This design comes from an exercise in tuning for small area on the open sky130 flow, not from production work. The RTL was checked by simulation tests, not by an equivalence proof against the original design. No activity file was given, so power comes from the tool's default toggle rates.

v39:
==> flow/design.v (excerpt) <==
module ycc_to_rgb (
    input  wire        clk,
    input  wire        rst,           
    input  wire        in_valid,
    input  wire        in_mode,       
    input  wire [2:0]  in_cll,        
    input  wire [15:0] in_e0,         
    input  wire [15:0] in_e1,         
    input  wire [15:0] in_e2,         
    output reg         out_valid,
    output wire [31:0] out_pixel      
);
Size in the first run: roughly 790 cells after synthesis, ~10,000 um2 of cells after synthesis.
==> flow/config.mk <==
export PLATFORM = sky130hd
export DESIGN_NAME = ycc_to_rgb
export DESIGN_NICKNAME = ycc_to_rgb
export VERILOG_FILES = /design/flow/design.v
export SDC_FILE = /design/flow/constraint.sdc
export NUM_CORES = 4
export LEC_CHECK = 0
export CAP_MARGIN = 20
export CORE_MARGIN = 2
export CORE_UTILIZATION = 80
export PLACE_DENSITY = 0.9
export SLEW_MARGIN = 20
export SYNTH_HIERARCHICAL = 1
export SYNTH_MINIMUM_KEEP_SIZE = 0
==> flow/constraint.sdc <==
create_clock -name core_clock -period 10.0 [get_ports {clk}]
set_input_delay 2.0000 -clock core_clock [delete_from_list [all_inputs] [get_ports {clk}]]
set_output_delay 2.0000 -clock core_clock [all_outputs]
set_load 0.01 [all_outputs]
standard.sh (not shown) runs the stock make flow with config.mk's settings and CLKGATE_MAP_FILE= SYNTH_SCRIPT=/design/flow/synth_recipe.tcl, a recipe that flattens the netlist after the stock synthesis.
==> flow/flow/run.sh <==
#!/bin/bash
# The standard layout, with the port buffers made from sky130_fd_sc_hd__buf_2 cells.
set -euo pipefail
bash standard.sh BUFFER_PORTS_ARGS="-buffer_cell sky130_fd_sc_hd__buf_2" finish > standard_flow.log 2>&1
[inputs] v54 vs v39
# v39
export LEC_CHECK = 0
export CAP_MARGIN = 20
export CORE_MARGIN = 2
export CORE_UTILIZATION = 80
export PLACE_DENSITY = 0.9
export SLEW_MARGIN = 20
export SYNTH_HIERARCHICAL = 1
export SYNTH_MINIMUM_KEEP_SIZE = 0
create_clock -name core_clock -period 10.0 [get_ports {clk}]
# v54
export LEC_CHECK = 0
export CAP_MARGIN = 20
export CORE_MARGIN = 2
export CORE_UTILIZATION = 40
export SLEW_MARGIN = 20
export SYNTH_HIERARCHICAL = 1
export SYNTH_MINIMUM_KEEP_SIZE = 0
create_clock -name core_clock -period 10.0 [get_ports {clk}]
==> comparison <==
Of the two values seen for first element of the critical path, in_e2[10] was produced by v39 and in_e1[5] by v54.
In the tables for v54 and v39, global-route usage reads lower with v54.
v54 vs v39 on final instance area: v54 is the higher one.
Measured against each other, v54 and v39 differ in post-layout worst setup margin, the higher figure coming from v54.
[inputs] v36 vs v54
# v54
export LEC_CHECK = 0
export CAP_MARGIN = 20
export CORE_MARGIN = 2
export CORE_UTILIZATION = 40
export SLEW_MARGIN = 20
export SYNTH_HIERARCHICAL = 1
export SYNTH_MINIMUM_KEEP_SIZE = 0
create_clock -name core_clock -period 10.0 [get_ports {clk}]
# v36
export LEC_CHECK = 0
export CAP_MARGIN = 20
export CORE_MARGIN = 2
export CORE_UTILIZATION = 65
export PLACE_DENSITY = 0.75
export SLEW_MARGIN = 20
export SYNTH_HIERARCHICAL = 1
export SYNTH_MINIMUM_KEEP_SIZE = 0
create_clock -name core_clock -period 10.0 [get_ports {clk}]
Notes after the runs:
- Summary of v36 over v54: non-clock buffer count decreased by 10 relative to the old numbers, area share of and/or/nand/nor cells after synthesis closely matched the old numbers, depth of the CTS H-tree closely matched the old numbers.
- Of the two values seen for beginning of the critical path, in_e2[15] was produced by v36 and in_e1[5] by v54.
- v54 vs v36, slowest cell on the critical path: sky130_fd_sc_hd__fa_1 vs sky130_fd_sc_hd__a21oi_1


## run A
ycc_to_rgb, a different RTL version from the one above (not shown whole).
For scale: roughly 810 cells after synthesis, ~25 flip-flops, roughly 88 I/O pins.
## ycc_to_rgb
module ycc_to_rgb (
    input  wire        clk,
    input  wire        rst,           
    input  wire        in_valid,
    input  wire        in_mode,       
    input  wire [2:0]  in_cll,        
    input  wire [15:0] in_e0,         
    input  wire [15:0] in_e1,         
    input  wire [15:0] in_e2,         
    output reg         out_valid,
    output wire [31:0] out_pixel      
);
  wire [15:0] y    = in_e0;
  wire [15:0] cb   = in_e1;
  wire [15:0] cr   = in_e2;
  wire [15:0] y_n  = ~in_e0;
  wire [15:0] cb_n = ~in_e1;
  wire [15:0] cr_n = ~in_e2;
  wire [7:0]  yy   = in_e0[7:0];
  wire [15:0] co_w = {8'd0, in_e1[7:0]} << in_cll;
  wire [15:0] cg_w = {8'd0, in_e2[7:0]} << in_cll;
  wire [7:0]  co   = co_w[8:1];
  wire [7:0]  cg   = cg_w[8:1];
  wire [7:0]  co_n = ~co;
  wire [7:0]  cg_n = ~cg;
  wire ri1 = ~cr_n[13];
  wire rs2, rc3;
  ha u_rs2 (cr_n[14], cr_n[12], rs2, rc3);
  wire rs4, rc5;
  fa u_rs4 (cr[15], cr_n[13], cr[11], rs4, rc5);
  wire rs6, rc7;
  fa u_rs6 (y[0], cr_n[14], cr[12], rs6, rc7);
  ...
export LEC_CHECK = 0
export CAP_MARGIN = 20
export CORE_MARGIN = 2
export CORE_UTILIZATION = 65
export CTS_BUF_LIST = sky130_fd_sc_hd__clkbuf_8
export PLACE_DENSITY = 0.75
export SLEW_MARGIN = 20
export SYNTH_HIERARCHICAL = 1
export SYNTH_MINIMUM_KEEP_SIZE = 0
create_clock -name core_clock -period 10.0 [get_ports {clk}]
==> flow/flow/run.sh <==
#!/bin/bash
# The standard layout with two changes:
#  - the synthesis is the standard flow's (synth_recipe.tcl), except that its final ABC
#    mapping uses flow/abc_map.script (area-oriented mapping) instead of ORFS's
#    speed script;
#  - the input port buffers are sky130_fd_sc_hd__buf_1 cells, and so are the output port
#    buffers sky130_fd_sc_hd__buf_1 cells (flow/outbuf.tcl, before the resizing
#    step after global placement).
set -euo pipefail
here=$(pwd)
{
  echo "# synth_recipe.tcl, with the final ABC mapping done by $here/flow/abc_map.script"
  echo "proc abc {args} {"
  echo "  set i [lsearch -exact \$args -script]"
  echo "  if {\$i >= 0} { lset args [expr {\$i + 1}] $here/flow/abc_map.script }"
  echo "  yosys abc {*}\$args"
  echo "}"
  cat "$here/synth_recipe.tcl"
} > "$here/synth_area.tcl"
bash standard.sh SYNTH_SCRIPT="$here/synth_area.tcl" \
  BUFFER_PORTS_ARGS="-inputs -buffer_cell sky130_fd_sc_hd__buf_1" \
  PRE_RESIZE_TCL="$here/flow/outbuf.tcl" finish > standard_flow.log 2>&1
==> flow/flow/abc_map.script <==
strash
dch
amap
topo
stime -c
==> flow/flow/outbuf.tcl <==
# Output port buffers, made from sky130_fd_sc_hd__buf_1 cells (the outputs only
# drive the fixed 0.01 pF load); the input port buffers were made at global
# placement.
buffer_ports -outputs -buffer_cell sky130_fd_sc_hd__buf_1
The final layout from run A, which completed every stage, passed the timing, DRC and antenna checks at the end of the flow.
The following lists how run B was set up differently from run A:
-- flow/flow/run.sh --
<<< run A, line 5
#    speed script;
#  - the input port buffers are sky130_fd_sc_hd__buf_1 cells, and so are the output port
#    buffers sky130_fd_sc_hd__buf_1 cells (flow/outbuf.tcl, before the resizing
#    step after global placement).
set -euo pipefail
>>> run B, line 5
#    speed script;
#  - the port buffers are sky130_fd_sc_hd__buf_2 cells.
set -euo pipefail
<<< run A, line 20
bash standard.sh SYNTH_SCRIPT="$here/synth_area.tcl" \
  BUFFER_PORTS_ARGS="-inputs -buffer_cell sky130_fd_sc_hd__buf_1" \
  PRE_RESIZE_TCL="$here/flow/outbuf.tcl" finish > standard_flow.log 2>&1
>>> run B, line 18
bash standard.sh SYNTH_SCRIPT="$here/synth_area.tcl" \
  BUFFER_PORTS_ARGS="-buffer_cell sky130_fd_sc_hd__buf_2" finish > standard_flow.log 2>&1
removed: flow/flow/outbuf.tcl
==> results.txt <==
Run B: no failed stages, no open violations at the end. Fmax of run A is on par with run B. The run showing the smaller cell area is run B. Between run B and run A, the post-route clock period utilization figures differ only marginally. The lower combinational cell fraction of total power came out of run A.
Inputs modified between run B and run C:
-- flow/flow/run.sh --
<<< run B, line 5
#    speed script;
#  - the port buffers are sky130_fd_sc_hd__buf_2 cells.
set -euo pipefail
>>> run C, line 5
#    speed script;
#  - the input port buffers are sky130_fd_sc_hd__buf_2 cells, the output port
#    buffers sky130_fd_sc_hd__buf_1 cells (flow/outbuf.tcl, before the resizing
#    step after global placement).
set -euo pipefail
<<< run B, line 18
bash standard.sh SYNTH_SCRIPT="$here/synth_area.tcl" \
  BUFFER_PORTS_ARGS="-buffer_cell sky130_fd_sc_hd__buf_2" finish > standard_flow.log 2>&1
>>> run C, line 20
bash standard.sh SYNTH_SCRIPT="$here/synth_area.tcl" \
  BUFFER_PORTS_ARGS="-inputs -buffer_cell sky130_fd_sc_hd__buf_2" \
  PRE_RESIZE_TCL="$here/flow/outbuf.tcl" finish > standard_flow.log 2>&1
==> flow/flow/outbuf.tcl (new file) <==
# Output port buffers, made from sky130_fd_sc_hd__buf_1 cells (the outputs only
# drive the fixed 0.01 pF load); the input port buffers were made at global
# placement.
buffer_ports -outputs -buffer_cell sky130_fd_sc_hd__buf_1
--- outcome ---
Delta (run C minus run B): placer congestion estimate rose 0.79%; worst hold-check slack lost 0.0043 ns.
Sequential share of layout area: run B vs run C, no meaningful difference
Post-route fraction of the period consumed by the critical path: run C vs run B down 2.7 points
For run D, these inputs were changed with respect to run C:
-- flow/flow/run.sh --
<<< run C, line 5
#    speed script;
#  - the input port buffers are sky130_fd_sc_hd__buf_2 cells, the output port
#    buffers sky130_fd_sc_hd__buf_1 cells (flow/outbuf.tcl, before the resizing
#    step after global placement).
set -euo pipefail
>>> run D, line 5
#    speed script;
#  - the port buffers are sky130_fd_sc_hd__buf_2 cells.
set -euo pipefail
<<< run C, line 20
bash standard.sh SYNTH_SCRIPT="$here/synth_area.tcl" \
  BUFFER_PORTS_ARGS="-inputs -buffer_cell sky130_fd_sc_hd__buf_2" \
  PRE_RESIZE_TCL="$here/flow/outbuf.tcl" finish > standard_flow.log 2>&1
>>> run D, line 18
bash standard.sh SYNTH_SCRIPT="$here/synth_area.tcl" \
  BUFFER_PORTS_ARGS="-buffer_cell sky130_fd_sc_hd__buf_2" finish > standard_flow.log 2>&1
-- flow/config.mk --
<<< run C, line 10
export CORE_UTILIZATION = 65
export CTS_BUF_LIST = sky130_fd_sc_hd__clkbuf_8
export PLACE_DENSITY = 0.75
>>> run D, line 10
export CORE_UTILIZATION = 65
export PLACE_DENSITY = 0.75
removed: flow/flow/outbuf.tcl
--- outcome ---
Setup slack at placement: run D vs run C up 0.038 ns. Wire length improves in run D relative to run C. Of run C and run D, run D shows the lower global-route usage, with run C above it. Run D vs run C: sequential power down in run D.

## afterwards: timing with drivers on the ports
How much do the figures lean on ideal ports? The routed layouts below were timed once more, with nothing changed but the port constraints.
Step 1, drivers: a clkbuf_16 drives clk and a buf_2 each remaining input, both assumed.
Step 2 times the ports against the registers' clock, not the clock port: input delays grow and output delays shrink by t, the midpoint of the rising clock arrivals with the driver on.
Three values: no drivers, after step 1, after step 2; two values: the first two.
run	t (ns)	slack for setup (ns)	clock arrival spread, ns
v39	0.298	0.492 / 0.497 / 0.199	0.007 / 0.008
v54	0.289	0.668 / 0.669 / 0.380	0.005 / 0.005
v36	0.302	0.515 / 0.526 / 0.224	0.009 / 0.009
run A	0.311	0.489 / 0.487 / 0.176	0.004 / 0.004
run B	0.304	0.475 / 0.479 / 0.175	0.005 / 0.004
run C	0.304	0.743 / 0.747 / 0.443	0.012 / 0.012
run D	0.291	0.478 / 0.486 / 0.195	0.003 / 0.003
After both steps every run listed still meets setup and hold. For run A, which loses most, drivers alone change the setup slack by -0.002 ns; drivers and shift together by -0.313 ns.
